This is an optimization exercise on Yosys and OpenROAD, whose aim is small area, not a production implementation. At most, simulation tests tie the RTL to the original design; equivalence was not proved. No functional check of the RTL was part of runs 1 and 2. No activity file was given, so power comes from the tool's default toggle rates.

--- design/flow/flow/area_t5.abc ---
strash
&get -n
&fraig -x
&put
scorr
dc2
dretime
strash
&get -n
&dch -f
&nf -R 1000 -p
&put
mfs3 -a
--- design/flow/flow/run.sh ---
#!/bin/bash
# Own layout flow: the standard ORFS flow (standard.sh) with these changes:
#  - after the standard synthesis, the combinational cells are mapped again
#    with area-oriented ABC scripts (flow/area_*.abc); the flip-flops, their
#    names and cell types stay as the standard synthesis made them. The
#    smallest result that is proved equivalent to the standard netlist is
#    used; if none is, the standard netlist is kept;
#  - ports are buffered with the smallest buffer (buf_1);
#  - CTS builds the clock tree from clkbuf_8 without dummy loads;
#  - non-critical cells are downsized after global routing (RECOVER_POWER).
# Logs: synth.log, resyn/*.log, standard.log here, and each ORFS step's
# full log under orfs/logs/.
set -uo pipefail
export BUFFER_PORTS_ARGS="-buffer_cell sky130_fd_sc_hd__buf_1"
export CTS_ARGS="${CTS_ARGS_OVERRIDE:--sink_clustering_enable -repair_clock_nets -dont_use_dummy_load -buf_list sky130_fd_sc_hd__clkbuf_8 -sink_clustering_size 20 -sink_clustering_max_diameter 60}"
export RECOVER_POWER=100
export CTS_ARGS="-sink_clustering_enable -repair_clock_nets -dont_use_dummy_load -buf_list sky130_fd_sc_hd__clkbuf_4 -sink_clustering_size 12 -sink_clustering_max_diameter 40"
LIB=$FLOW_HOME/platforms/sky130hd/lib/sky130_fd_sc_hd__tt_025C_1v80.lib
R=orfs/results/sky130hd/gfe/base

bash standard.sh synth > synth.log 2>&1 || exit 1

mkdir -p resyn
cp $R/1_2_yosys.v resyn/std.v
python3 flow/unmap.py $LIB resyn/std.v resyn/conv.v > resyn/unmap.log 2>&1
best=""; best_area=""
for s in flow/area_*.abc; do
  n=$(basename $s .abc)
  cat > resyn/$n.ys <<EOT
read_liberty -lib $LIB
read_verilog resyn/conv.v
hierarchy -top gfe
proc
opt -purge
techmap
opt -fast -purge
abc -liberty $LIB -dont_use *lpflow* -dont_use *probe* -script $PWD/$s
opt_clean -purge
hilomap -singleton -hicell sky130_fd_sc_hd__conb_1 HI -locell sky130_fd_sc_hd__conb_1 LO
insbuf -buf sky130_fd_sc_hd__buf_4 A X
splitnets
opt_clean -purge
stat -liberty $LIB
write_verilog -noattr -noexpr -nohex -nodec resyn/$n.v
EOT
  if timeout 600 yosys -s resyn/$n.ys > resyn/$n.log 2>&1; then
    a=$(grep 'Chip area' resyn/$n.log | tail -1 | awk '{print $NF}')
    echo "$n $a" >> resyn/areas.txt
    cat > resyn/$n.eq.ys <<EOT
read_liberty -ignore_miss_func -ignore_miss_dir $LIB
read_verilog resyn/std.v
rename gfe gold
read_verilog resyn/$n.v
rename gfe gate
hierarchy -check
flatten gold gate
opt_clean
rename -hide gold/w:_* gate/w:_*
equiv_make gold gate eq
hierarchy -top eq
equiv_simple -seq 3
equiv_induct
equiv_status -assert
EOT
    if timeout 900 yosys -s resyn/$n.eq.ys > resyn/$n.eq.log 2>&1; then
      echo "$n equivalent" >> resyn/areas.txt
      if [[ -z "$best" ]] || python3 -c "import sys; sys.exit(0 if float('$a') < float('$best_area') else 1)"; then
        best=$n; best_area=$a
      fi
    fi
  fi
done
if [[ -n "$best" ]]; then
  echo "using $best ($best_area)" >> resyn/areas.txt
  cp resyn/$best.v $R/1_2_yosys.v
  rm -f $R/1_synth.odb $R/1_synth.sdc
else
  echo "keeping the standard netlist" >> resyn/areas.txt
fi

bash standard.sh > standard.log 2>&1
--- design/flow/flow/area_t6.abc ---
strash
&get -n
&fraig -x
&put
scorr
dc2
strash
&get -n
&synch2
&nf -R 1000 -p
&put
--- design/flow/flow/area_t1.abc ---
strash
&get -n
&fraig -x
&put
scorr
dc2
dretime
strash
&get -n
&dch -f
&nf -R 1000 -p -F 8 -A 4
&put
--- design/flow/design.v ---
module gfe (
    input  wire        clk,
    input  wire        rst,           
    input  wire        cfg_mode,      
    input  wire [3:0]  cfg_base_col,  
    input  wire        in_valid,
    output wire        in_ready,
    input  wire [7:0]  in_data,
    output wire        out_valid,
    input  wire        out_ready,
    output reg  [7:0]  out_data,
    input  wire        stat_rd,
    input  wire [7:0]  stat_addr,
    output reg         stat_rvalid,
    output reg  [31:0] stat_rdata
);
    localparam [2:0] S_LISTEN = 3'd0,
                     S_ACCUM  = 3'd1,
                     S_RENDER = 3'd2,
                     S_ACK    = 3'd3,
                     S_DIAG   = 3'd4,
                     S_FAULT  = 3'd5;
    localparam [7:0] T_NET_ACCEPTED = 8'h18,
                     T_NET_DATA     = 8'h19,
                     T_NET_READ_ERR = 8'h1A,
                     T_NET_WR_DONE  = 8'h1B,
                     T_NET_WR_ERR   = 8'h1C,
                     T_DISP_OK      = 8'h28,
                     T_DISP_ERR     = 8'h29;
    localparam [127:0] DIAG_TEXT = "DISPLAY I/O FAIL";
    reg  [2:0]  state;
    reg  [4:0]  step;
    reg  [1:0]  dstep;
    reg  [5:0]  offset;
    wire        fault = state[2];
    reg  [319:0] rb;
    reg  [5:0]   ph;
    wire         ph0 = ph == 6'd0;
    reg  [39:0] fr;
    reg         fc;          
    reg         fz;          
    reg         rp;          
    wire        mode     = fr[7];
    wire [3:0]  base_col = fr[6:3];
    wire [2:0]  cause    = fr[2:0];
    reg         req_pending;
    reg  [7:0]  cnt;
    reg         d_len;       
    reg         d_data;      
    wire first  = cnt[7];
    wire second = !cnt[7] && cnt[4:0] == 5'd0;
    wire glyph  = (state == S_RENDER) && !step[4] && !step[3];
    wire rowb   = glyph && !first && !second;
    wire curb   = (state == S_RENDER) && !glyph && !step[0] && second;
    wire aligned = ph == ({1'b0, step[2:0], 2'b00} + {3'b000, step[2:0]});
    wire [2:0] lane = 3'd0 - cnt[2:0];
    wire [7:0] x0 = rb[319:312], x1 = rb[311:304], x2 = rb[303:296],
               x3 = rb[295:288], x4 = rb[287:280];
    wire [4:0] row = {x0[lane], x1[lane], x2[lane], x3[lane], x4[lane]};
    reg  last;
    always @(*) begin
        out_data = 8'h00;
        last     = 1'b0;
        case (state)
            S_LISTEN: begin
                out_data = 8'h10;
                last     = 1'b1;
            end
            S_ACCUM: begin
                out_data = first ? 8'h11 : {2'b00, 6'd40 - offset};
                last     = !first;
            end
            S_RENDER:
                if (glyph) begin
                    out_data = first ? 8'h22 : second ? {5'd0, step[2:0]} : {3'd0, row};
                    last     = !first && cnt[3];
                end else if (!step[0]) begin
                    out_data = first ? 8'h23 : second ? {4'd0, base_col + {2'b00, step[2:1]}}
                                                      : {7'd0, step[4]};
                    last     = !first && cnt[0];
                end else begin
                    out_data = first ? 8'h24 : {5'd0, step[4], step[2:1]};
                    last     = !first;
                end
            S_ACK: begin
                out_data = first ? 8'h12 : 8'h41;
                last     = !first;
            end
            default:    
                if (dstep == 2'd0) begin
                    out_data = 8'h20;
                    last     = 1'b1;
                end else if (dstep == 2'd1) begin
                    out_data = first ? 8'h23 : 8'h00;
                    last     = !first && cnt[0];
                end else begin
                    out_data = first ? 8'h21 : second ? 8'h10
                             : DIAG_TEXT[8*(5'd16 - cnt[4:0]) +: 8];
                    last     = !first && cnt[4];
                end
        endcase
    end
    assign out_valid = req_pending && (rowb ? aligned : (!curb || ph0));
    wire   out_fire  = out_valid && out_ready;
    assign in_ready = !req_pending && (d_data ? (fault || ph == offset) : ph0);
    wire   in_fire  = in_valid && in_ready;
    integer j;
    reg [31:0] frames;
    always @(*)
        for (j = 0; j < 32; j = j + 1)
            frames[j] = fr[39 - j];
    always @(*) begin
        case (stat_addr)
            8'h00:   stat_rdata = {9'd0, dstep, step, 2'b00, offset, 1'b0, cause, fault, state};
            8'h01:   stat_rdata = frames;
            8'h02:   stat_rdata = {24'd0, base_col, 3'b000, mode};
            default: stat_rdata = 32'd0;
        endcase
    end
    always @(*) stat_rvalid = rp && ph0;
    always @(posedge clk) rp <= !rst && (stat_rd || (rp && !ph0));
    wire [5:0] need = 6'd40 - offset;
    reg        set_cause;    
    reg  [2:0] new_cause;
    always @(*) begin
        set_cause = 1'b0;
        new_cause = 3'd7;
        if (in_fire && !fault && !d_data) begin
            if (d_len) begin
                if (state != S_ACCUM) begin
                    set_cause = 1'b1;
                end else if (in_data == 8'd0) begin
                    set_cause = 1'b1;
                    new_cause = (offset == 6'd0) ? 3'd1 : 3'd2;
                end else if (in_data > {2'b00, need}) begin
                    set_cause = 1'b1;
                    new_cause = 3'd3;
                end
            end else if (in_data != T_NET_DATA) begin
                case (state)
                    S_LISTEN: set_cause = in_data != T_NET_ACCEPTED;
                    S_ACCUM: begin
                        set_cause = 1'b1;
                        if (in_data == T_NET_READ_ERR) new_cause = 3'd4;
                    end
                    S_RENDER: begin
                        set_cause = in_data != T_DISP_OK;
                        if (in_data == T_DISP_ERR) new_cause = 3'd6;
                    end
                    default: begin  
                        set_cause = in_data != T_NET_WR_DONE;
                        if (in_data == T_NET_WR_ERR) new_cause = 3'd5;
                    end
                endcase
            end
        end
    end
    always @(posedge clk) begin
        if (rst) begin
            state       <= S_LISTEN;
            step        <= 5'd0;
            dstep       <= 2'd0;
            offset      <= 6'd0;
            req_pending <= 1'b1;
            cnt         <= 8'hFF;
            d_len       <= 1'b0;
            d_data      <= 1'b0;
        end else begin
            if (out_fire)
                cnt <= last ? 8'hFF : cnt + 8'd1;
            if (out_fire && last)
                req_pending <= 1'b0;
            if (in_fire) begin
                if (d_data) begin
                    cnt <= cnt + 8'd1;
                    if (!fault)
                        offset <= offset + 6'd1;
                    if (cnt == 8'hFE) begin
                        d_data <= 1'b0;
                        if (!fault) begin
                            req_pending <= 1'b1;
                            if (offset == 6'd39)
                                state <= S_RENDER;
                        end
                    end
                end else if (d_len) begin
                    d_len  <= 1'b0;
                    d_data <= in_data != 8'd0;
                    cnt    <= ~in_data;
                end else if (in_data == T_NET_DATA) begin
                    d_len <= 1'b1;
                end else if (fault) begin
                    if (state == S_DIAG && in_data == T_DISP_OK) begin
                        dstep <= dstep + 2'd1;
                        if (dstep == 2'd2) state <= S_FAULT;
                        else               req_pending <= 1'b1;
                    end else if (state == S_DIAG && in_data == T_DISP_ERR) begin
                        state <= S_FAULT;
                    end
                end else begin
                    case (state)
                        S_LISTEN:
                            if (in_data == T_NET_ACCEPTED) begin
                                state <= S_ACCUM; req_pending <= 1'b1;
                            end
                        S_ACCUM: ;
                        S_RENDER:
                            if (in_data == T_DISP_OK) begin
                                req_pending <= 1'b1;
                                if (step == 5'd23) begin
                                    step <= 5'd0;
                                    if (mode) begin
                                        state  <= S_ACK;
                                    end else begin
                                        state  <= S_ACCUM;
                                        offset <= 6'd0;
                                    end
                                end else begin
                                    step <= step + 5'd1;
                                end
                            end else if (in_data == T_DISP_ERR) begin
                                req_pending <= 1'b1;
                            end
                        default:  
                            if (in_data == T_NET_WR_DONE) begin
                                state <= S_ACCUM; offset <= 6'd0; req_pending <= 1'b1;
                            end
                    endcase
                end
                if (set_cause)
                    state <= (new_cause == 3'd6) ? S_DIAG : S_FAULT;
            end
        end
    end
    wire wr  = in_fire && d_data && !fault;
    wire inc = in_fire && !d_data && !d_len && in_data == T_DISP_OK && !fault
               && state == S_RENDER && step == 5'd23;
    wire cin = ph0 ? inc : fc;
    wire fbit = !ph[5];                  
    wire sum  = fr[39] ^ (cin && fbit);
    always @(posedge clk) begin
        rb <= {rb[311:0], wr ? in_data : rb[319:312]};
        ph <= rst ? 6'd1 : (ph == 6'd39) ? 6'd0 : ph + 6'd1;
        fc <= fr[39] && cin;
        fz <= rst || (fz && fbit);
        fr <= {fr[38:8],
               rst ? cfg_mode : fr[7],
               rst ? cfg_base_col : fr[6:3],
               rst ? 3'd0 : set_cause ? new_cause : fr[2:0],
               (rst || (fz && fbit)) ? 1'b0 : sum};
    end
endmodule
--- design/flow/config.mk ---
export PLATFORM = sky130hd
export DESIGN_NAME = gfe
export DESIGN_NICKNAME = gfe
export VERILOG_FILES = /design/flow/design.v
export SDC_FILE = /design/flow/constraint.sdc
export NUM_CORES = 4
export LEC_CHECK = 0
export CAP_MARGIN = 20
export CORE_MARGIN = 2
export CORE_UTILIZATION = 40
export PLACE_DENSITY = 0.6
export SLEW_MARGIN = 20
--- design/flow/flow/area_t4.abc ---
strash
&get -n
&fraig -x
&put
scorr
dc2
dretime
strash
dc2
strash
&get -n
&dch -f
&nf -R 1000 -p -k
&put
--- design/flow/standard.sh ---
#!/bin/bash
# synth_recipe.tcl (not shown) runs the flow's synth.tcl, then flattens the netlist and writes it again
# the make line also repeats each setting of config.mk as NAME=value (left out here)
make -C /OpenROAD-flow-scripts/flow DESIGN_CONFIG=/design/flow/config.mk WORK_HOME=/design/flow/orfs CLKGATE_MAP_FILE= SYNTH_SCRIPT=/design/flow/synth_recipe.tcl "${@:-finish}"
--- design/flow/constraint.sdc ---
create_clock -name core_clock -period 10.0 [get_ports {clk}]
set_input_delay 2.0000 -clock core_clock [delete_from_list [all_inputs] [get_ports {clk}]]
set_output_delay 2.0000 -clock core_clock [all_outputs]
set_load 0.01 [all_outputs]
--- design/flow/flow/area_s2.abc ---
strash
&get -n
&fraig -x
&put
scorr
dc2
dretime
strash
&get -n
&dch -f
&nf -R 1000
&put
--- design/flow/flow/unmap.py ---
#!/usr/bin/env python3
"""Turn the combinational cells of a mapped sky130hd netlist back into assign
statements, keeping sequential cells (flip-flops) as instances, so that the
combinational logic can be mapped again.  usage: unmap.py LIB IN.v OUT.v"""
import re, sys

def parse_lib(path):
    cells = {}
    txt = open(path).read()
    for m in re.finditer(r'\n\s*cell\s*\(\s*"?([\w]+)"?\s*\)\s*\{', txt):
        name = m.group(1)
        # find matching brace
        i = m.end(); depth = 1
        while depth:
            c = txt[i]
            if c == '{': depth += 1
            elif c == '}': depth -= 1
            i += 1
        body = txt[m.end():i]
        seq = bool(re.search(r'\n\s*(ff|latch|statetable)\s*\(', body))
        outs = {}
        for pm in re.finditer(r'\n\s*pin\s*\(\s*"?(\w+)"?\s*\)\s*\{', body):
            j = pm.end(); depth = 1
            while depth:
                c = body[j]
                if c == '{': depth += 1
                elif c == '}': depth -= 1
                j += 1
            pbody = body[pm.end():j]
            d = re.search(r'direction\s*:\s*"?(\w+)"?', pbody)
            f = re.search(r'\n\s*function\s*:\s*"([^"]*)"', pbody)
            if d and d.group(1) == 'output' and f:
                outs[pm.group(1)] = f.group(1)
        cells[name] = (seq, outs)
    return cells

def main():
    lib, src, dst = sys.argv[1:4]
    cells = parse_lib(lib)
    txt = open(src).read()
    out = []
    # statements end with ';'
    stmts = re.split(r'(?<=;)', txt)
    n_comb = n_keep = 0
    for st in stmts:
        s = st.strip()
        m = re.match(r'(sky130_fd_sc_hd__\w+)\s+(\S+)\s*\((.*)\)\s*;$', s, re.S)
        if not m:
            out.append(st); continue
        cell, inst, conns = m.groups()
        seq, outs = cells[cell]
        if seq or not outs and not cell.startswith('sky130_fd_sc_hd__conb'):
            out.append(st); n_keep += 1; continue
        pins = {}
        for pm in re.finditer(r'\.(\w+)\s*\(\s*((?:\\\S+\s)|[^()]*?)\s*\)', conns):
            pins[pm.group(1)] = pm.group(2).strip()
        if cell.startswith('sky130_fd_sc_hd__conb'):
            if 'HI' in pins and pins['HI']: out.append('\n  assign %s = 1\'b1;' % fix(pins['HI']))
            if 'LO' in pins and pins['LO']: out.append('\n  assign %s = 1\'b0;' % fix(pins['LO']))
            n_comb += 1; continue
        for o, f in outs.items():
            if o not in pins or not pins[o]: continue
            expr = re.sub(r'\b([A-Za-z_]\w*)\b', lambda mm: '(' + fix(pins[mm.group(1)]) + ')', f)
            expr = expr.replace('!', '~')
            out.append('\n  assign %s = %s;' % (fix(pins[o]), expr))
        n_comb += 1
    open(dst, 'w').write(''.join(out))
    print('comb cells unmapped:', n_comb, 'cells kept:', n_keep, file=sys.stderr)

def fix(net):
    # escaped identifiers need a trailing space
    if net.startswith('\\') and not net.endswith(' '):
        return net + ' '
    return net

main()
==> results of run 1 <==
## critical path: cells and delay by family
family	cells	cell delay [ns]
and+or+nand+nor	1	0.33
buffers and inverters	2	1.36
AOI/OAI and AO/OA	1	0.32
## cell usage in the layout (no fill, tap or decap), types with 11 or more instances in the layout
master and n:
and3_1 15, a21oi_1 39, dfxtp_1 396, nor2_1 85, a31oi_1 11, clkbuf_4 43
nand3_1 19, buf_1 64, nor3_1 21, o21ai_0 42, mux2i_1 19, mux2_1 13
a211oi_1 12, a22oi_1 11, clkinv_1 12, nand2_1 78
## cell type report
cell class | instances | area, um2 | area share [%]
well taps | 341 | 426.7 | 3.588
flip-flops and latches | 396 | 7928 | 66.66
inverters | 12 | 45.04 | 0.3787
multi-input cells | 497 | 2887 | 24.27
diodes | 1 | 2.502 | 0.02104
repair buffers | 73 | 281.5 | 2.367
clock buffers | 43 | 322.8 | 2.714
## how the worst max path moves through the flow
| stage | cells after the start | end | start |
|---|---|---|---|
| 6_report | 4 | stat_rdata[7] | stat_addr[0] |
| 5_1_grt | 4 | stat_rdata[7] | stat_addr[0] |
| 3_3_place_gp | 5 | stat_rdata[6] | stat_addr[0] |
| 3_5_place_dp | 5 | stat_rdata[6] | stat_addr[0] |
| 4_1_cts | 9 | out_data[0] | cnt[2] |
| 2_1_floorplan | 5 | stat_rdata[2] | stat_addr[7] |
## routing by layer
layer / part of all wire, % / wire length [um] / vias to the layer above / global-route usage (%)
li1: - / - / 3408 / -
met1: 51 / 11230 / 3227 / 24.03
met2: 40 / 8671 / 178 / 20.85
met3: 6.3 / 1386 / 45 / 3.156
met4: 2.5 / 543 / 0 / 5.997
met5: 0 / 0 / - / 0
## stage by stage
step	hold WS [ns]	util, %
after CTS	0.2641	44.43
after global routing	0.2611	44.37
final	0.2551	44.37
after global placement	0.3101	43.22
after floorplan	0.3096	-
after detailed placement	0.3121	43.22
## power by group
part	total [mW]	switching (mW)	internal [mW]	leakage (nW)
registers	1.61	0.0179	1.60	3.20
logic	0.0635	0.0396	0.0239	1.09
clock network	0.635	0.436	0.199	0.198
total	2.31	0.493	1.82	4.49
## registers in the layout, indices dropped and copies added (netlist names), 2 cells and up
| signal | count |
|---|---|
| cnt | 8 |
| dstep | 2 |
| fr | 40 |
| offset | 6 |
| ph | 6 |
| rb | 320 |
| state | 3 |
| step | 5 |
==> impl_metrics.py, run 1 <==
metrics = {
    "sta": {
        "slew_headroom_pct": -39.51,
        "fin_crit_sh_pct": 60.18,
        "max_freq_ghz": 0.1662,
        "tns_ns": 0,
        "fin_ws_ns": 3.982,
        "fin_crit_ns": 6.018,
        "clock_skew_ns": 0.1137,
        "tightest_slew_ns": 2.093,
        "setup_violations": 0,
        "rsz0062_at_grt": "no",
        "hold_viol_final": 0,
        "maxSlewViolCount": 78,
    },
    "power_and_ir_drop": {
        "p_leak_nw": 4.494,
        "power_density_nw_per_um2": 194.4,
        "total_power_mw": 2.312,
        "peakVddDrop_v": 0.0001322,
    },
    "synth": {
        "syn-cell-area_um2": 10870,
        "synth_nets": 932,
        "avgSynthCellArea_um2": 11.99,
        "synthCells": 906,
        "yosysWarnings": 1,
    },
    "clock_network": {
        "cts_buffers": 43,
        "insertion_delay_ns": 0.68,
        "cts.clk_slew.worst_paths_ns": 0.11,
        "max-clock-path-buffers": 3,
        "cts_hold_buffers": 0,
        "cts_tree": "yes",
        "cts_resized": 0,
        "htreeDepth": 2,
        "root_buffer": "clkbuf_4",
        "cts.sinks": 396,
        "postCtsSetupBuffers": 0,
    },
    "die": {
        "die_area_um2": 28500,
        "rows": 60,
        "initial_core_util_pct": 40.55,
        "chipHeight_um": 168.8,
        "core_area_um2": 26800,
        "die_w_um": 168.8,
        "ios": 69,
    },
    "setup_path": {
        "cp_slowest_cell": "clkbuf_1",
        "crit_path_start_kind": "input port",
        "path_class": "in2out",
        "worstPathRequired_ns": 8.00,
        "ff2ff_path_depth": 11,
        "rr_endpoint": "cnt[7]",
        "path_cells": "clkbuf_1 > nor3b_1 > a32o_1 > buf_1",
        "end_kind": "output pin",
        "worstReg2RegStart": "cnt[2]",
        "critical-path-max-stage-delay_ns": 1.24,
        "regToRegSetupSlack_ns": 5.83,
        "arrival_ns": 4.02,
        "critPathMaxFanout": 34,
    },
    "detailed_routing": {
        "routed_wl_um": 21830,
        "detail-route-antenna-nets": 0,
        "firstDrtPassIters": 5,
        "drtIter0Drc": 701,
        "viasPerCell": 5.032,
        "remaining_drc_errors": 0,
        "vias": 6858,
        "avgRoutedWirePerCell_um": 16.01,
    },
    "grt": {
        "grt_pass1_wl_um": 35070,
        "grt_max_degree": 43,
        "first_global_vias": 6504,
        "gr-usage-all-layers_pct": 15.49,
        "overflow": 0,
        "antenna_found_initial": 1,
    },
    "layout": {
        "final_area_um2": 11890,
        "area_growth_pct": 9.442,
        "layout.cells.non_filler": 1363,
        "num-fill-cells": 2518,
        "nNetsFinal": 1049,
        "layout-drive-gt1-share_pct": 4.407,
    },
    "placement": {
        "dp_cells": 1319,
        "dpl-instance-area_um2": 11580,
        "dpl.hpwl_um": 14730,
        "port_buffers": 67,
        "place_ws_ns": 4.518,
        "place.gp.congestion": 0.9042,
    },
    "min_path": {
        "holdPathEnd": "rb[220]",
        "hp-start": "rb[212]",
        "hp-class": "reg2reg",
        "whs_path_depth": 0,
    },
    "job": {
        "cap_violations": 2,
    },
    "status": {
        "outcome": "finished with violations",
        "check-failures": "max-capacitance violations, max-slew violations",
    },
}
==> run 2, diff against run 1 <==
--- a/design/flow/flow/run.sh
+++ b/design/flow/flow/run.sh
@@ -14,7 +14,6 @@
 export BUFFER_PORTS_ARGS="-buffer_cell sky130_fd_sc_hd__buf_1"
 export CTS_ARGS="${CTS_ARGS_OVERRIDE:--sink_clustering_enable -repair_clock_nets -dont_use_dummy_load -buf_list sky130_fd_sc_hd__clkbuf_8 -sink_clustering_size 20 -sink_clustering_max_diameter 60}"
 export RECOVER_POWER=100
-export CTS_ARGS="-sink_clustering_enable -repair_clock_nets -dont_use_dummy_load -buf_list sky130_fd_sc_hd__clkbuf_4 -sink_clustering_size 12 -sink_clustering_max_diameter 40"
 LIB=$FLOW_HOME/platforms/sky130hd/lib/sky130_fd_sc_hd__tt_025C_1v80.lib
 R=orfs/results/sky130hd/gfe/base
 
==> run 2 against run 1 <==
Against the previous run:
- still fails the layout checks on max-capacitance violations, max-slew violations
- sequential cell count did not move
- design area rose by 0.16%
- sequential share of layout area fell by 0.10 points
- register-to-register slack barely moved
- critical path type unchanged
- maximum frequency barely moved
- via count fell by 0.61%
- count of clock-buffer cells in the layout fell by 18
- die area did not move
- cell count fell by 1.4%
- total power rose by 0.87%
- hold slack improved by 0.034 ns
- core utilization rose by 0.070 points
==> impl_metrics.py, run 2 <==
metrics = {
    "status": {
        "outcome": "finished with violations",
        "check-failures": "max-capacitance violations, max-slew violations",
    },
    "setup_path": {
        "worstPathRequired_ns": 8.00,
        "arrival_ns": 4.02,
        "crit_path_start_kind": "input port",
        "critPathMaxFanout": 34,
        "end_kind": "output pin",
        "path_class": "in2out",
    },
    "power_and_ir_drop": {
        "p_sw_share_pct": 20.88,
        "power_density_nw_per_um2": 195.8,
        "combPwrFrac_pct": 2.7,
        "p_int_mw": 1.846,
        "switching_power_mw": 0.4870,
        "p_seq_share_pct": 69.2,
        "p_leak_nw": 4.476,
        "peakVddDrop_v": 0.0001428,
        "clockPowerShare_pct": 28.1,
    },
    "sta": {
        "slew_headroom_pct": -38.02,
        "fin_crit_sh_pct": 60.21,
        "tns_ns": 0,
        "fin_crit_ns": 6.021,
        "tightest_slew_ns": 2.070,
        "rsz0062_at_grt": "no",
        "maxSlewViolCount": 78,
        "hold_ws_ns": 0.2887,
        "clock_skew_ns": 0.04672,
        "setup_violations": 0,
        "hold_viol_final": 0,
        "max_freq_ghz": 0.1661,
    },
    "detailed_routing": {
        "drtIter0Drc": 566,
        "viasPerCell": 5.071,
        "routed_wl_um": 21690,
        "firstDrtPassIters": 5,
        "remaining_drc_errors": 0,
        "avgRoutedWirePerCell_um": 16.14,
        "vias": 6816,
        "detail-route-antenna-nets": 0,
    },
    "die": {
        "chipHeight_um": 168.8,
        "ios": 69,
        "die_area_um2": 28500,
        "rows": 60,
        "initial_core_util_pct": 40.55,
        "core_area_um2": 26800,
        "die_w_um": 168.8,
    },
    "layout": {
        "final_cell_mix": "dfxtp_1, nor2_1, nand2_1",
        "top_register": "rb",
        "largest_register_ffs": 320,
        "antenna_cells": 0,
        "area_growth_pct": 9.614,
        "final_common_cell": "dfxtp_1",
        "layout-drive-gt1-share_pct": 2.692,
        "nNetsFinal": 1031,
        "top_regs": "rb: 320 flops, fr: 40 flops, cnt: 8 flops",
    },
    "min_path": {
        "hp-class": "reg2reg",
    },
    "grt": {
        "gr-usage-all-layers_pct": 15.18,
        "grt_pass1_wl_um": 34710,
        "overflow": 0,
        "antenna_found_initial": 0,
        "first_global_vias": 6339,
        "grt_max_degree": 43,
    },
    "synth": {
        "yosysWarnings": 1,
        "synth_nets": 932,
        "syn-cell-area_um2": 10870,
        "synthCells": 906,
        "avgSynthCellArea_um2": 11.99,
    },
    "clock_network": {
        "cts.clk_slew.worst_paths_ns": 0.11,
        "root_buffer": "clkbuf_8",
        "cts_tree": "yes",
        "postCtsSetupBuffers": 0,
        "cts_resized": 0,
        "cts_hold_buffers": 0,
        "cts_buffers": 25,
        "max-clock-path-buffers": 3,
        "cts.sinks": 396,
        "htreeDepth": 1,
        "insertion_delay_ns": 0.57,
    },
    "placement": {
        "dpl.hpwl_um": 14730,
        "place.gp.congestion": 0.9042,
        "port_buffers": 67,
    },
    "job": {
        "cap_violations": 2,
    },
}
==> run 2: worst paths after layout <==
path                start  slack (ns)            end  cells past startpoint
max          stat_addr[0]        3.98  stat_rdata[7]                      4
min               rb[222]        0.29        rb[230]                      0
max reg2reg      state[2]        5.83       state[1]                     14
min reg2reg       rb[222]        0.29        rb[230]                      0
==> run 2: per-layer routing <==
layer | track usage (%) | share of wire, %
met5 | 0 | 0
met4 | 4.310 | 2.4
met3 | 2.736 | 5.7
met2 | 20.90 | 40
met1 | 24.02 | 52
==> run 2: critical path: stages <==
cell and delay [ns]:
clkbuf_1 1.24, nor3b_1 0.33, a32o_1 0.32, buf_1 0.12
==> run 2: layout make-up <==
type	count	area [um2]
fill	2491	14890
sequential	396	7928
multi-input combinational	497	2887
tap	341	426.7
clock buffer	25	344.1
timing repair buffer	73	281.5
inverter	12	45.04
==> run 2: per-stage QoR <==
| step | std cells | cell area, um2 | power [mW] | utilization (%) | setup slack [ns] |
|---|---|---|---|---|---|
| 6_report | 1344 | 11910 | 2.333 | 44.44 | 3.980 |
| 5_1_grt | 1344 | 11910 | 2.428 | 44.44 | 3.763 |
| 4_1_cts | 1344 | 11930 | 2.361 | 44.51 | 4.413 |
| 3_5_place_dp | 1319 | 11580 | 1.713 | 43.22 | 4.518 |
| 3_3_place_gp | 1319 | 11580 | 1.713 | 43.22 | 4.573 |
| 2_1_floorplan | 906 | 10870 | 1.681 | - | 4.796 |
==> run 2: power groups by stage <==
stage	clock, mW	combinational [mW]	sequential, mW
2_1_floorplan	0	0.0383	1.64
3_3_place_gp	0	0.0621	1.65
3_5_place_dp	0	0.0626	1.65
4_1_cts	0.684	0.0630	1.61
5_1_grt	0.740	0.0701	1.62
6_report	0.655	0.0634	1.61
==> run 3, diff against run 2 <==
--- a/design/flow/design.v
+++ b/design/flow/design.v
@@ -38,15 +38,15 @@
     wire         ph0 = ph == 6'd0;
     reg  [39:0] fr;
     reg         fc;          
-    reg         fz;          
     reg         rp;          
     wire        mode     = fr[7];
     wire [3:0]  base_col = fr[6:3];
     wire [2:0]  cause    = fr[2:0];
-    reg         req_pending;
+    reg  [1:0]  io;
+    wire        req_pending = io == 2'd3;
+    wire        d_len       = io == 2'd1;
+    wire        d_data      = io == 2'd2;
     reg  [7:0]  cnt;
-    reg         d_len;       
-    reg         d_data;      
     wire first  = cnt[7];
     wire second = !cnt[7] && cnt[4:0] == 5'd0;
     wire glyph  = (state == S_RENDER) && !step[4] && !step[3];
@@ -161,39 +161,35 @@
             step        <= 5'd0;
             dstep       <= 2'd0;
             offset      <= 6'd0;
-            req_pending <= 1'b1;
+            io          <= 2'd3;
             cnt         <= 8'hFF;
-            d_len       <= 1'b0;
-            d_data      <= 1'b0;
         end else begin
             if (out_fire)
                 cnt <= last ? 8'hFF : cnt + 8'd1;
             if (out_fire && last)
-                req_pending <= 1'b0;
+                io <= 2'd0;
             if (in_fire) begin
                 if (d_data) begin
                     cnt <= cnt + 8'd1;
                     if (!fault)
                         offset <= offset + 6'd1;
                     if (cnt == 8'hFE) begin
-                        d_data <= 1'b0;
+                        io <= fault ? 2'd0 : 2'd3;
                         if (!fault) begin
-                            req_pending <= 1'b1;
                             if (offset == 6'd39)
                                 state <= S_RENDER;
                         end
                     end
                 end else if (d_len) begin
-                    d_len  <= 1'b0;
-                    d_data <= in_data != 8'd0;
+                    io     <= (in_data != 8'd0) ? 2'd2 : 2'd0;
                     cnt    <= ~in_data;
                 end else if (in_data == T_NET_DATA) begin
-                    d_len <= 1'b1;
+                    io <= 2'd1;
                 end else if (fault) begin
                     if (state == S_DIAG && in_data == T_DISP_OK) begin
                         dstep <= dstep + 2'd1;
                         if (dstep == 2'd2) state <= S_FAULT;
-                        else               req_pending <= 1'b1;
+                        else               io <= 2'd3;
                     end else if (state == S_DIAG && in_data == T_DISP_ERR) begin
                         state <= S_FAULT;
                     end
@@ -201,12 +197,12 @@
                     case (state)
                         S_LISTEN:
                             if (in_data == T_NET_ACCEPTED) begin
-                                state <= S_ACCUM; req_pending <= 1'b1;
+                                state <= S_ACCUM; io <= 2'd3;
                             end
                         S_ACCUM: ;
                         S_RENDER:
                             if (in_data == T_DISP_OK) begin
-                                req_pending <= 1'b1;
+                                io <= 2'd3;
                                 if (step == 5'd23) begin
                                     step <= 5'd0;
                                     if (mode) begin
@@ -219,11 +215,11 @@
                                     step <= step + 5'd1;
                                 end
                             end else if (in_data == T_DISP_ERR) begin
-                                req_pending <= 1'b1;
+                                io <= 2'd3;
                             end
                         default:  
                             if (in_data == T_NET_WR_DONE) begin
-                                state <= S_ACCUM; offset <= 6'd0; req_pending <= 1'b1;
+                                state <= S_ACCUM; offset <= 6'd0; io <= 2'd3;
                             end
                     endcase
                 end
@@ -242,11 +238,10 @@
         rb <= {rb[311:0], wr ? in_data : rb[319:312]};
         ph <= rst ? 6'd1 : (ph == 6'd39) ? 6'd0 : ph + 6'd1;
         fc <= fr[39] && cin;
-        fz <= rst || (fz && fbit);
         fr <= {fr[38:8],
                rst ? cfg_mode : fr[7],
                rst ? cfg_base_col : fr[6:3],
                rst ? 3'd0 : set_cause ? new_cause : fr[2:0],
-               (rst || (fz && fbit)) ? 1'b0 : sum};
+               (rst || (state == S_LISTEN && fbit)) ? 1'b0 : sum};
     end
 endmodule
--- a/design/flow/flow/run.sh
+++ b/design/flow/flow/run.sh
@@ -6,14 +6,12 @@
 #    smallest result that is proved equivalent to the standard netlist is
 #    used; if none is, the standard netlist is kept;
 #  - ports are buffered with the smallest buffer (buf_1);
-#  - CTS builds the clock tree from clkbuf_8 without dummy loads;
-#  - non-critical cells are downsized after global routing (RECOVER_POWER).
+#  - CTS builds the clock tree from clkbuf_4 without dummy loads.
 # Logs: synth.log, resyn/*.log, standard.log here, and each ORFS step's
 # full log under orfs/logs/.
 set -uo pipefail
 export BUFFER_PORTS_ARGS="-buffer_cell sky130_fd_sc_hd__buf_1"
-export CTS_ARGS="${CTS_ARGS_OVERRIDE:--sink_clustering_enable -repair_clock_nets -dont_use_dummy_load -buf_list sky130_fd_sc_hd__clkbuf_8 -sink_clustering_size 20 -sink_clustering_max_diameter 60}"
-export RECOVER_POWER=100
+export CTS_ARGS="-sink_clustering_enable -repair_clock_nets -dont_use_dummy_load -buf_list sky130_fd_sc_hd__clkbuf_4 -sink_clustering_size 12 -sink_clustering_max_diameter 40"
 LIB=$FLOW_HOME/platforms/sky130hd/lib/sky130_fd_sc_hd__tt_025C_1v80.lib
 R=orfs/results/sky130hd/gfe/base
 
--- a/design/flow/config.mk
+++ b/design/flow/config.mk
@@ -7,6 +7,6 @@
 export LEC_CHECK = 0
 export CAP_MARGIN = 20
 export CORE_MARGIN = 2
-export CORE_UTILIZATION = 40
-export PLACE_DENSITY = 0.6
+export CORE_UTILIZATION = 65
+export PLACE_DENSITY = 0.8
 export SLEW_MARGIN = 20
==> run 3 against run 2 <==
Against the previous run:
- now clean on timing, DRC and antenna
- via count down 0.82%
- sequential power up 6%
- first-iteration DRC count up 26%
- hold slack better by 0.0027 ns
- synthesized area down 1.6%
- combinational power rose to 2.8 times the previous value
- cell count down 11%
- design area down 3.0%
- register-to-register slack better by 0.75 ns
- synthesized cell count down 4.0%
- total power up 7.0%
- critical path depth up 4
- critical path type unchanged
- largest cell class unchanged
==> impl_metrics.py, run 3 <==
metrics = {
    "clock_network": {
        "insertion_delay_ns": 0.63,
        "cts_tree": "yes",
        "root_buffer": "clkbuf_4",
        "max-clock-path-buffers": 3,
        "cts_resized": 0,
        "cts_buffers": 43,
        "cts_hold_buffers": 0,
        "cts.clk_slew.worst_paths_ns": 0.11,
        "postCtsSetupBuffers": 0,
        "cts.sinks": 394,
        "htreeDepth": 2,
    },
    "layout": {
        "top_register": "rb",
        "nNetsFinal": 1010,
        "largest_register_ffs": 320,
        "antenna_cells": 0,
        "post-route-util_pct": 72.23,
        "layout-drive-gt1-share_pct": 4.684,
        "num-fill-cells": 1175,
        "final_common_cell": "dfxtp_1",
        "area_growth_pct": 8.035,
        "top_regs": "rb: 320 flops, fr: 40 flops, cnt: 8 flops",
        "final_cell_mix": "dfxtp_1, buf_1, nor2_1",
        "final_area_um2": 11560,
    },
    "sta": {
        "setup_violations": 0,
        "slew_headroom_pct": 33.85,
        "fin_crit_ns": 5.843,
        "max_freq_ghz": 0.1712,
        "tightest_slew_ns": 0.9833,
        "fin_ws_ns": 4.157,
        "rsz0062_at_grt": "no",
        "maxSlewViolCount": 0,
        "hold_viol_final": 0,
        "clock_skew_ns": 0.07821,
        "fin_crit_sh_pct": 58.43,
        "tns_ns": 0,
    },
    "die": {
        "chipHeight_um": 132.3,
        "initial_core_util_pct": 66.86,
        "die_w_um": 132.3,
        "rows": 46,
        "ios": 69,
        "die_area_um2": 17500,
        "core_area_um2": 16000,
    },
    "placement": {
        "port_buffers": 67,
        "place_ws_ns": 4.174,
        "dpl-instance-area_um2": 11230,
        "dpl.hpwl_um": 13380,
        "place.gp.congestion": 0.9310,
    },
    "power_and_ir_drop": {
        "peakVddDrop_v": 0.0001387,
        "total_power_mw": 2.496,
        "power_density_nw_per_um2": 216.0,
        "p_leak_nw": 4.367,
    },
    "grt": {
        "grt_max_degree": 38,
        "gr-usage-all-layers_pct": 22.70,
        "antenna_found_initial": 0,
        "overflow": 0,
        "grt_pass1_wl_um": 31760,
        "first_global_vias": 6274,
    },
    "setup_path": {
        "path_class": "in2out",
        "path_cells": "buf_1 > nor4_1 > nand2_1 > nor3_1 > buf_4 > a22oi_1 > nand2_1 > buf_1",
        "critPathMaxFanout": 12,
        "worstPathRequired_ns": 8.00,
        "critical-path-max-stage-delay_ns": 0.59,
        "end_kind": "output pin",
        "critical_path.top_delay_family": "simple AND/OR/NAND/NOR gates",
        "crit_path_start_kind": "input port",
        "cp_slowest_cell": "nor3_1",
        "arrival_ns": 3.84,
        "path_buf_inv": 3,
    },
    "status": {
        "outcome": "no timing/DRC/antenna violations",
    },
    "detailed_routing": {
        "avgRoutedWirePerCell_um": 16.47,
        "detail-route-antenna-nets": 0,
        "drtIter0Drc": 713,
        "routed_wl_um": 19730,
        "viasPerCell": 5.643,
        "firstDrtPassIters": 6,
        "remaining_drc_errors": 0,
        "vias": 6760,
    },
    "synth": {
        "avgSynthCellArea_um2": 12.30,
        "yosysWarnings": 1,
        "synthCells": 870,
        "syn-cell-area_um2": 10700,
        "synth_nets": 896,
    },
    "job": {
        "cap_violations": 0,
    },
    "min_path": {
        "hp-class": "reg2reg",
    },
}
-- run 3: metrics by stage --
| step | hold slack [ns] | instances |
|---|---|---|
| floorplan | 0.3096 | 870 |
| global placement | 0.3101 | 1155 |
| detailed placement | 0.3121 | 1155 |
| CTS | 0.2608 | 1198 |
| global route | 0.2674 | 1198 |
| finish | 0.2914 | 1198 |
-- run 3: routing by layer --
| metal | routed length [um] | vias to the layer above | global-route usage (%) | share of wire (%) |
|---|---|---|---|---|
| li1 | - | 3286 | - | - |
| met1 | 9133 | 3164 | 33.13 | 46 |
| met2 | 8502 | 267 | 33.77 | 43 |
| met3 | 1666 | 43 | 5.767 | 8.4 |
| met4 | 431 | 0 | 6.631 | 2.2 |
| met5 | 0 | - | 0 | 0 |
-- run 3: worst paths after layout --
path,from,endpoint,slack [ns],cells after the start
min,rb[253],rb[261],0.29,0
max reg2reg,cnt[2],cnt[0],6.58,13
min reg2reg,rb[253],rb[261],0.29,0
max,stat_addr[4],stat_rdata[6],4.16,8
-- run 3: area by class of cell --
class                           instances  area, um2  area share (%)
Sequential cell                       394       7888           68.25
Inverter                               13      48.80          0.4222
Clock buffer                           43      322.8           2.793
Timing Repair Buffer                   70      274.0           2.371
Multi-Input combinational cell        462       2754           23.83
Tap cell                              216      270.3           2.338
-- run 3: report_power, final --
| group | internal (mW) | switching [mW] |
|---|---|---|
| clock network | 0.199 | 0.425 |
| registers | 1.64 | 0.0578 |
| logic | 0.0676 | 0.108 |
| total | 1.91 | 0.591 |
==> run 4, diff against run 3 <==
--- a/design/flow/config.mk
+++ b/design/flow/config.mk
@@ -7,6 +7,6 @@
 export LEC_CHECK = 0
 export CAP_MARGIN = 20
 export CORE_MARGIN = 2
-export CORE_UTILIZATION = 65
-export PLACE_DENSITY = 0.8
+export CORE_UTILIZATION = 40
+export PLACE_DENSITY = 0.6
 export SLEW_MARGIN = 20
==> run 4 against run 3 <==
Against the previous run:
- still clean on timing, DRC and antenna
- count of clock-buffer cells in the layout stayed put
- die area increased by 60%
- wire length is 4.5% higher
- synthesized cell count is the same
- non-clock buffer count stayed put
==> impl_metrics.py, run 4 <==
metrics = {
    "setup_path": {
        "crit_top_cell": "buf_1",
        "path_class": "in2out",
        "critPathMaxFanout": 29,
        "critical_path.top_delay_family": "simple AND/OR/NAND/NOR gates",
        "end_kind": "output pin",
        "rr_endpoint": "cnt[0]",
        "ff2ff_path_depth": 13,
        "path_cells": "buf_1 > nor2b_1 > and3_1 > a22o_1 > buf_1",
        "regToRegSetupSlack_ns": 6.58,
        "worstReg2RegStart": "cnt[2]",
        "crit_path_start_kind": "input port",
        "path_buf_inv": 2,
        "arrival_ns": 3.80,
        "cp_slowest_cell": "and3_1",
        "worstPathRequired_ns": 8.00,
        "critical-path-max-stage-delay_ns": 0.85,
    },
    "layout": {
        "top_register": "rb",
        "area_growth_pct": 9.556,
        "post-route-util_pct": 44.85,
        "largest_register_ffs": 320,
        "layout-drive-gt1-share_pct": 4.786,
        "multi_input_area_um2": 2765,
        "top_regs": "rb: 320 flops, fr: 40 flops, cnt: 8 flops",
        "regArea_um2": 7888,
        "final_area_um2": 11720,
        "num-fill-cells": 2490,
        "nNetsFinal": 1010,
        "final_common_cell": "dfxtp_1",
        "final_cell_mix": "dfxtp_1, buf_1, nor2_1",
    },
    "sta": {
        "clock_skew_ns": 0.07330,
        "rsz0062_at_grt": "no",
        "slew_headroom_pct": 35.18,
        "hold_ws_ns": 0.2696,
        "fin_crit_sh_pct": 57.98,
        "tns_ns": 0,
        "hold_viol_final": 0,
        "setup_violations": 0,
        "fin_crit_ns": 5.798,
        "fin_ws_ns": 4.202,
        "max_freq_ghz": 0.1725,
        "maxSlewViolCount": 0,
        "tightest_slew_ns": 0.9723,
    },
    "grt": {
        "grt_use_met2_pct": 20.76,
        "grtUsageMet1_pct": 21.82,
        "grt_pass1_wl_um": 33470,
        "grt_most_used_layer": "met1",
        "overflow": 0,
        "gr-usage-met3_pct": 4.396,
        "first_global_vias": 6416,
        "gr-usage-all-layers_pct": 14.86,
        "antenna_found_initial": 1,
        "grt_max_degree": 38,
    },
    "die": {
        "initial_core_util_pct": 40.94,
        "rows": 59,
        "core_area_um2": 26130,
        "chipHeight_um": 167.5,
        "die_area_um2": 28070,
        "die_w_um": 167.5,
        "ios": 69,
    },
    "power_and_ir_drop": {
        "p_leak_nw": 4.371,
        "peakVddDrop_v": 0.0001222,
        "power_density_nw_per_um2": 213.9,
    },
    "clock_network": {
        "postCtsSetupBuffers": 0,
        "cts.sinks": 394,
        "cts_buffers": 43,
        "htreeDepth": 2,
        "root_buffer": "clkbuf_4",
        "cts_resized": 0,
        "cts.clk_slew.worst_paths_ns": 0.11,
        "cts_hold_buffers": 0,
        "cts_tree": "yes",
        "max-clock-path-buffers": 3,
        "insertion_delay_ns": 0.65,
    },
    "min_path": {
        "whs_path_depth": 0,
        "hp-start": "rb[79]",
        "holdPathEnd": "rb[87]",
        "hp-class": "reg2reg",
    },
    "placement": {
        "dpl.hpwl_um": 13900,
        "dpl-instance-area_um2": 11390,
        "place_ws_ns": 3.996,
        "place.gp.congestion": 0.8710,
        "port_buffers": 67,
    },
    "detailed_routing": {
        "routed_wl_um": 20620,
        "drtIter0Drc": 550,
        "firstDrtPassIters": 17,
        "detail-route-antenna-nets": 0,
        "vias": 6689,
        "viasPerCell": 5.075,
        "remaining_drc_errors": 0,
        "avgRoutedWirePerCell_um": 15.64,
    },
    "synth": {
        "synthCells": 870,
        "syn-cell-area_um2": 10700,
        "avgSynthCellArea_um2": 12.30,
        "yosysWarnings": 1,
        "synth_nets": 896,
    },
    "status": {
        "outcome": "no timing/DRC/antenna violations",
    },
    "job": {
        "cap_violations": 0,
    },
}
[run 4: worst max-delay path by stage]
stage | from | to | slack, ns | cells after the start
2_1_floorplan | stat_addr[4] | stat_rdata[6] | 4.27 | 5
3_3_place_gp | stat_addr[4] | stat_rdata[6] | 4.06 | 7
3_5_place_dp | stat_addr[4] | stat_rdata[6] | 4.00 | 7
4_1_cts | stat_addr[4] | stat_rdata[6] | 3.99 | 7
5_1_grt | stat_addr[0] | stat_rdata[21] | 4.01 | 5
6_report | stat_addr[0] | stat_rdata[21] | 4.20 | 5
[run 4: layout make-up]
class / count / area share (%)
Antenna cell: 1 / 0.02135
Clock buffer: 43 / 2.754
Inverter: 13 / 0.4164
Multi-Input combinational cell: 462 / 23.59
Sequential cell: 394 / 67.30
Tap cell: 335 / 3.576
Timing Repair Buffer: 70 / 2.338
[run 4: where the power goes]
| part | total (mW) | switching [mW] | internal [mW] |
|---|---|---|---|
| clock network | 0.632 | 0.433 | 0.199 |
| registers | 1.70 | 0.0572 | 1.64 |
| logic | 0.179 | 0.111 | 0.0679 |
[run 4: stage by stage]
stage	cells	total power [mW]
after global placement	1274	1.904
after detailed placement	1274	1.905
after CTS	1317	2.539
after global routing	1318	2.640
final	1318	2.507
after floorplan	870	1.835
[run 4: worst register-to-register path, stage by stage (launching register included)]
cell      delay (ns)
dfxtp_1         0.65
nor2b_1         0.21
a32oi_1         0.23
nor2_1          0.06
nand2_1         0.16
clkinv_1        0.17
nand2b_1        0.16
nor2_1          0.07
o21ai_0         0.15
o2111a_1        0.30
nand2_1         0.15
nor2b_1         0.54
a21oi_1         0.15
a211o_1         0.28
[run 4: metal layers]
layer / routed length, um / part of all wire, % / vias up
met4: 338 / 1.6 / 0
met3: 1570 / 7.6 / 27
met2: 8422 / 41 / 204
li1: - / - / 3289
met5: 0 / 0 / -
met1: 10290 / 50 / 3169
==> run 5, diff against run 4 <==
==> design/flow/flow/run.sh (replaced) <==
#!/bin/bash
# Own layout flow: the standard ORFS flow (standard.sh) with these changes:
#  - after the standard synthesis (bash standard.sh synth, unchanged), the
#    combinational cells are mapped again with area-oriented ABC scripts
#    (flow/map_*.abc). The flip-flops, their names and cell types stay as
#    the standard synthesis made them. The smallest result that Yosys proves
#    equivalent to the standard netlist replaces it; if none is proved, the
#    standard netlist is kept;
#  - ports are buffered with the smallest buffer (buf_1);
#  - CTS builds the clock tree from clkbuf_4 without dummy loads.
# Logs, one per tool run, in this folder: synth.log, unmap.log,
# resyn_<script>.log, equiv_<script>.log, resyn.txt (the choice) and
# standard.log; each ORFS step's full log is under orfs/logs/.
set -uo pipefail
export BUFFER_PORTS_ARGS="-buffer_cell sky130_fd_sc_hd__buf_1"
export CTS_ARGS="-sink_clustering_enable -repair_clock_nets -dont_use_dummy_load -buf_list sky130_fd_sc_hd__clkbuf_4 -sink_clustering_size 10 -sink_clustering_max_diameter 30"
LIB=$FLOW_HOME/platforms/sky130hd/lib/sky130_fd_sc_hd__tt_025C_1v80.lib
R=orfs/results/sky130hd/gfe/base
W=$PWD

bash standard.sh synth > synth.log 2>&1 || exit 1

mkdir -p resyn
cp $R/1_2_yosys.v resyn/std.v
python3 flow/unmap.py $LIB resyn/std.v resyn/conv.v > unmap.log 2>&1

remap() {  # $1 = script name
  local n=$1
  cat > resyn/$n.ys <<EOT
read_liberty -lib $LIB
read_verilog resyn/conv.v
hierarchy -top gfe
proc
opt -purge
techmap
opt -fast -purge
abc -liberty $LIB -dont_use *lpflow* -dont_use *probe* -script $W/flow/$n.abc
opt_clean -purge
hilomap -singleton -hicell sky130_fd_sc_hd__conb_1 HI -locell sky130_fd_sc_hd__conb_1 LO
insbuf -buf sky130_fd_sc_hd__buf_4 A X
splitnets
opt_clean -purge
stat -liberty $LIB
write_verilog -noattr -noexpr -nohex -nodec resyn/$n.v
EOT
  timeout 900 yosys -s resyn/$n.ys > resyn_$n.log 2>&1
}

equiv() {  # $1 = script name
  local n=$1
  cat > resyn/$n.eq.ys <<EOT
read_liberty -ignore_miss_func -ignore_miss_dir $LIB
read_verilog resyn/std.v
rename gfe gold
read_verilog resyn/$n.v
rename gfe gate
hierarchy -check
flatten gold gate
opt_clean
rename -hide gold/w:_* gate/w:_*
equiv_make gold gate eq
hierarchy -top eq
equiv_simple -seq 3
equiv_induct
equiv_status -assert
EOT
  timeout 1200 yosys -s resyn/$n.eq.ys > equiv_$n.log 2>&1
}

pids=()
for s in flow/map_*.abc; do
  remap $(basename $s .abc) &
  pids+=($!)
done
for p in "${pids[@]}"; do wait $p; done

: > resyn.txt
for s in flow/map_*.abc; do
  n=$(basename $s .abc)
  a=$(grep 'Chip area' resyn_$n.log 2>/dev/null | tail -1 | awk '{print $NF}')
  [[ -n "$a" && -s resyn/$n.v ]] && echo "$a $n" >> resyn.txt
done
chosen=""
for n in $(sort -g resyn.txt | awk '{print $2}'); do
  if equiv $n; then chosen=$n; break; fi
  echo "$n not proved equivalent" >> resyn.txt
done
if [[ -n "$chosen" ]]; then
  echo "using $chosen" >> resyn.txt
  cp resyn/$chosen.v $R/1_2_yosys.v
  rm -f $R/1_synth.odb $R/1_synth.sdc
else
  echo "keeping the standard netlist" >> resyn.txt
fi

bash standard.sh > standard.log 2>&1
==> design/flow/flow/map_a.abc (new file) <==
strash
&get -n
&fraig -x
&put
scorr
dc2
dretime
strash
&get -n
&dch -f
&nf -R 1000 -p
&put
mfs3 -a
==> design/flow/flow/map_b.abc (new file) <==
strash
&get -n
&fraig -x
&put
scorr
dc2
dretime
strash
&get -n
&dch -f
&nf -R 1000
&put
==> design/flow/flow/map_c.abc (new file) <==
strash
&get -n
&deepsyn -T 120
&put
strash
&get -n
&dch -f
&nf -R 1000 -p
&put
mfs3 -a
==> design/flow/flow/map_d.abc (new file) <==
strash
&get -n
&deepsyn -T 60
&put
strash
&get -n
&dch -f
&nf -R 1000 -p
&put
mfs3 -a
strash
&get -n
&deepsyn -T 60
&put
strash
&get -n
&dch -f
&nf -R 1000 -p
&put
mfs3 -a
==> design/flow/flow/map_e.abc (new file) <==
strash
&get -n
&deepsyn -T 60 -o
&put
strash
&get -n
&dch -f
&nf -R 1000 -p
&put
mfs3 -a
--- a/design/flow/config.mk
+++ b/design/flow/config.mk
@@ -7,6 +7,6 @@
 export LEC_CHECK = 0
 export CAP_MARGIN = 20
 export CORE_MARGIN = 2
-export CORE_UTILIZATION = 40
-export PLACE_DENSITY = 0.6
+export CORE_UTILIZATION = 65
+export PLACE_DENSITY = 0.8
 export SLEW_MARGIN = 20
removed: design/flow/flow/area_s2.abc
removed: design/flow/flow/area_t1.abc
removed: design/flow/flow/area_t4.abc
removed: design/flow/flow/area_t5.abc
removed: design/flow/flow/area_t6.abc
==> run 5 against run 4 <==
Against the previous run:
- total power up 2.5%
- first-iteration DRC count up 16%
- sequential power about the same
- clock power up 4.9%
- wire length up 5.5%
- register-to-register slack worse by 0.90 ns
- hold slack better by 0.014 ns
- largest cell class unchanged
==> impl_metrics.py, run 5 <==
metrics = {
    "status": {
        "outcome": "no timing/DRC/antenna violations",
    },
    "layout": {
        "largest_register_ffs": 320,
        "final_common_cell": "dfxtp_1",
        "top_regs": "rb: 320 flops, fr: 40 flops, cnt: 8 flops",
        "layout.cells.non_filler": 1138,
        "layout-drive-gt1-share_pct": 5.755,
        "final_cell_mix": "dfxtp_1, buf_1, nand2_1",
        "post-route-util_pct": 71.76,
        "num-fill-cells": 1054,
        "nNetsFinal": 949,
        "area_growth_pct": 8.840,
        "top_register": "rb",
    },
    "die": {
        "die_w_um": 130.2,
        "ios": 69,
        "initial_core_util_pct": 65.93,
        "chipHeight_um": 130.2,
        "die_area_um2": 16960,
        "rows": 46,
        "core_area_um2": 15710,
    },
    "clock_network": {
        "cts_hold_buffers": 0,
        "cts_resized": 0,
        "cts.clk_slew.worst_paths_ns": 0.10,
        "cts_buffers": 49,
        "postCtsSetupBuffers": 0,
        "htreeDepth": 2,
        "cts.sinks": 394,
        "cts_tree": "yes",
        "root_buffer": "clkbuf_4",
        "insertion_delay_ns": 0.67,
        "max-clock-path-buffers": 3,
    },
    "synth": {
        "synth_nets": 830,
        "syn-cell-area_um2": 10360,
        "avgSynthCellArea_um2": 12.89,
        "synthCells": 804,
        "yosysWarnings": 1,
    },
    "sta": {
        "fin_crit_ns": 5.719,
        "tns_ns": 0,
        "fin_crit_sh_pct": 57.19,
        "maxSlewViolCount": 0,
        "slew_headroom_pct": 28.68,
        "rsz0062_at_grt": "no",
        "clock_skew_ns": 0.09702,
        "hold_viol_final": 0,
        "tightest_slew_ns": 1.066,
        "max_freq_ghz": 0.1748,
        "fin_ws_ns": 4.281,
        "setup_violations": 0,
    },
    "placement": {
        "dpl.hpwl_um": 15090,
        "dp_cells": 1088,
        "port_buffers": 67,
        "place.gp.congestion": 0.9237,
        "place_ws_ns": 3.983,
    },
    "power_and_ir_drop": {
        "power_density_nw_per_um2": 227.8,
        "peakVddDrop_v": 0.0001744,
        "total_power_mw": 2.568,
        "p_leak_nw": 4.329,
    },
    "detailed_routing": {
        "routed_wl_um": 21750,
        "viasPerCell": 5.707,
        "firstDrtPassIters": 8,
        "drtIter0Drc": 639,
        "avgRoutedWirePerCell_um": 19.11,
        "remaining_drc_errors": 0,
        "vias": 6494,
        "detail-route-antenna-nets": 0,
    },
    "setup_path": {
        "path_buf_inv": 2,
        "end_kind": "output pin",
        "critical-path-max-stage-delay_ns": 0.72,
        "arrival_ns": 3.72,
        "path_cells": "nand2_1 > nor4_1 > clkinv_1 > o21ai_0 > nand2_1 > nand3_1 > xor2_1 > o21ai_0 > buf_1",
        "critPathMaxFanout": 14,
        "critical_path.top_delay_family": "simple AND/OR/NAND/NOR gates",
        "cp_slowest_cell": "nor4_1",
        "worstPathRequired_ns": 8.00,
        "path_class": "reg2out",
        "crit_path_start_kind": "register",
    },
    "grt": {
        "antenna_found_initial": 1,
        "grt_pass1_wl_um": 33280,
        "grt_max_degree": 33,
        "gr-usage-all-layers_pct": 25.92,
        "first_global_vias": 6296,
        "overflow": 0,
    },
    "min_path": {
        "hp-class": "reg2reg",
    },
    "job": {
        "cap_violations": 0,
    },
}
[run 5: cell type report]
| type | instances | area [um2] | share of cell area, % |
|---|---|---|---|
| Tap cell | 216 | 270.3 | 2.397 |
| Antenna cell | 1 | 2.502 | 0.02219 |
| Timing Repair Buffer | 69 | 266.5 | 2.364 |
| Clock buffer | 49 | 367.9 | 3.262 |
| Inverter | 16 | 60.06 | 0.5326 |
| Multi-Input combinational cell | 393 | 2421 | 21.47 |
| Sequential cell | 394 | 7888 | 69.95 |
[run 5: final timing paths]
path | from | endpoint | slack [ns] | cells past startpoint
setup / recovery | state[1] | out_data[3] | 4.28 | 9
hold reg to reg | rb[256] | rb[264] | 0.28 | 0
setup reg to reg | state[1] | cnt[7] | 5.68 | 14
hold / removal | rb[256] | rb[264] | 0.28 | 0
[run 5: metrics by stage]
stage	area (um2)	hold WS, ns
after floorplan	10360	0.3096
after global placement	10900	0.3112
after detailed placement	10900	0.3121
after CTS	11270	0.2809
after global routing	11280	0.2734
final	11280	0.2839
[run 5: power by group]
group	leakage [nW]	total [mW]	switching [mW]	internal, mW
combinational	0.904	0.177	0.113	0.0639
sequential	3.20	1.73	0.0782	1.65
clock	0.225	0.663	0.437	0.226
total	4.33	2.57	0.629	1.94
[run 5: per-layer routing]
metal,global-route usage [%],share of wire (%),vias to the layer above
met4,9.741,2.5,0
met1,36.23,44,3056
met2,39.51,45,321
met3,6.355,8.0,53
li1,-,-,3064
met5,0,0,-
==> run 6, diff against run 5 <==
--- a/design/flow/flow/run.sh
+++ b/design/flow/flow/run.sh
@@ -13,7 +13,7 @@
 # standard.log; each ORFS step's full log is under orfs/logs/.
 set -uo pipefail
 export BUFFER_PORTS_ARGS="-buffer_cell sky130_fd_sc_hd__buf_1"
-export CTS_ARGS="-sink_clustering_enable -repair_clock_nets -dont_use_dummy_load -buf_list sky130_fd_sc_hd__clkbuf_4 -sink_clustering_size 10 -sink_clustering_max_diameter 30"
+export CTS_ARGS="-sink_clustering_enable -repair_clock_nets -dont_use_dummy_load -buf_list sky130_fd_sc_hd__clkbuf_4 -sink_clustering_size 12 -sink_clustering_max_diameter 30"
 LIB=$FLOW_HOME/platforms/sky130hd/lib/sky130_fd_sc_hd__tt_025C_1v80.lib
 R=orfs/results/sky130hd/gfe/base
 W=$PWD
==> run 6 against run 5 <==
Against the previous run:
- still clean
- core utilization fell by 0.14 points
- sequential power barely moved
- clock power fell by 3%
- synthesized cell count did not move
- sequential share of layout area rose by 0.14 points
- critical path type is now in2out
- largest cell class unchanged
==> impl_metrics.py, run 6 <==
metrics = {
    "status": {
        "outcome": "no timing/DRC/antenna violations",
    },
    "clock_network": {
        "cts.clk_slew.worst_paths_ns": 0.11,
        "root_buffer": "clkbuf_4",
        "cts_resized": 0,
        "cts_tree": "yes",
        "htreeDepth": 2,
        "cts_buffers": 46,
        "cts.sinks": 394,
        "insertion_delay_ns": 0.68,
        "postCtsSetupBuffers": 0,
        "cts_hold_buffers": 0,
        "max-clock-path-buffers": 3,
    },
    "layout": {
        "post-route-util_pct": 71.62,
        "largest_register_ffs": 320,
        "regArea_um2": 7888,
        "final_cell_mix": "dfxtp_1, buf_1, nand2_1",
        "num-fill-cells": 1052,
        "final_common_cell": "dfxtp_1",
        "top_regs": "rb: 320 flops, fr: 40 flops, cnt: 8 flops",
        "top_register": "rb",
        "final_area_um2": 11250,
        "layout-drive-gt1-share_pct": 5.447,
        "multi_input_area_um2": 2421,
        "area_growth_pct": 8.623,
        "nNetsFinal": 946,
    },
    "placement": {
        "dpl.hpwl_um": 15090,
        "place.gp.congestion": 0.9237,
        "port_buffers": 67,
        "dpl-instance-area_um2": 10900,
    },
    "grt": {
        "gr-usage-all-layers_pct": 25.85,
        "antenna_found_initial": 1,
        "first_global_vias": 6269,
        "grt_pass1_wl_um": 33240,
        "overflow": 0,
        "grt_max_degree": 33,
    },
    "sta": {
        "clock_skew_ns": 0.1214,
        "tns_ns": 0,
        "fin_crit_sh_pct": 57.04,
        "setup_violations": 0,
        "tightest_slew_ns": 1.098,
        "slew_headroom_pct": 26.53,
        "rsz0062_at_grt": "no",
        "fin_crit_ns": 5.704,
        "maxSlewViolCount": 0,
        "max_freq_ghz": 0.1753,
        "hold_viol_final": 0,
    },
    "synth": {
        "yosysWarnings": 1,
        "synthCells": 804,
        "avgSynthCellArea_um2": 12.89,
        "syn-cell-area_um2": 10360,
        "synth_nets": 830,
    },
    "detailed_routing": {
        "viasPerCell": 5.669,
        "vias": 6434,
        "routed_wl_um": 21600,
        "detail-route-antenna-nets": 0,
        "remaining_drc_errors": 0,
        "firstDrtPassIters": 7,
        "avgRoutedWirePerCell_um": 19.03,
        "drtIter0Drc": 727,
    },
    "die": {
        "initial_core_util_pct": 65.93,
        "die_area_um2": 16960,
        "rows": 46,
        "core_area_um2": 15710,
        "chipHeight_um": 130.2,
        "die_w_um": 130.2,
        "ios": 69,
    },
    "setup_path": {
        "arrival_ns": 3.70,
        "end_kind": "output pin",
        "crit_path_start_kind": "input port",
        "path_class": "in2out",
        "worstPathRequired_ns": 8.00,
        "critPathMaxFanout": 20,
    },
    "job": {
        "cap_violations": 0,
    },
    "power_and_ir_drop": {
        "peakVddDrop_v": 0.0001754,
        "p_leak_nw": 4.315,
        "power_density_nw_per_um2": 226.5,
    },
    "min_path": {
        "hp-class": "reg2reg",
    },
}
run 6: layout make-up:
cell class,count,share of cell area (%)
inverters,16,0.5337
flip-flops and latches,394,70.09
repair buffers,69,2.368
well taps,216,2.402
multi-input cells,393,21.51
clock buffers,46,3.069
diodes,1,0.02224
run 6: worst max-delay path: stages:
cell and delay (ns):
buf_1 0.07, nor4_1 0.30, nand2_1 0.19, nor3_4 0.64
a22oi_1 0.23, nand2_1 0.11, buf_1 0.16
run 6: through the flow:
step,hold slack (ns),instances,total power [mW],setup slack [ns]
floorplan,0.3096,804,1.850,3.668
global placement,0.3112,1088,1.921,4.299
detailed placement,0.3121,1088,1.932,3.983
CTS,0.2611,1134,2.559,3.975
global route,0.2647,1135,2.655,4.102
finish,0.2699,1135,2.549,4.296
run 6: metal layers:
layer  GRT usage, %  routed length, um
met1          35.99               9488
met2          39.88               9845
met3          6.109               1767
met4          9.424                499
met5              0                  0
run 6: power breakdown:
group / switching (mW) / internal, mW / total [mW]
Sequential: 0.0782 / 1.65 / 1.73
Clock: 0.431 / 0.212 / 0.643
Combinational: 0.113 / 0.0639 / 0.176
Total: 0.622 / 1.93 / 2.55
run 6: worst paths after layout:
kind	from	to	slack (ns)	cells past startpoint
worst min-delay path	rb[208]	rb[216]	0.27	0
worst max-delay path	stat_addr[4]	stat_rdata[4]	4.30	7
worst max register to register	state[1]	cnt[7]	5.73	14
worst min register to register	rb[208]	rb[216]	0.27	0

-- port drivers added, routing unchanged --
The results above use ideal ports. As a check the final layouts listed here were re-extracted and re-timed, cells and wires unchanged.
Step 1: set_driving_cell puts a clkbuf_16 on clk and a buf_2 on each other input, an assumption about the parent block.
Step 2, shift: input delay + t, output delay - t, t = (earliest + latest rising clock arrival at the registers) / 2. This alone moves slack from input paths to output paths.
a / b / c = ideal ports / drivers / drivers and shift; a / b = the first two.
run	t (ns)	setup slack, ns	clock arrival spread, ns	worst register clock-pin slew, ns
run 1	0.664	3.982 / 3.947 / 3.947	0.116 / 0.116	0.12 / 0.12
run 2	0.591	3.980 / 3.945 / 3.945	0.047 / 0.047	0.12 / 0.12
run 3	0.631	4.157 / 4.132 / 4.132	0.080 / 0.081	0.11 / 0.11
run 4	0.657	4.202 / 4.167 / 4.167	0.076 / 0.077	0.12 / 0.12
run 5	0.660	4.281 / 4.244 / 4.270	0.097 / 0.097	0.10 / 0.10
run 6	0.652	4.296 / 4.271 / 4.271	0.121 / 0.121	0.11 / 0.11
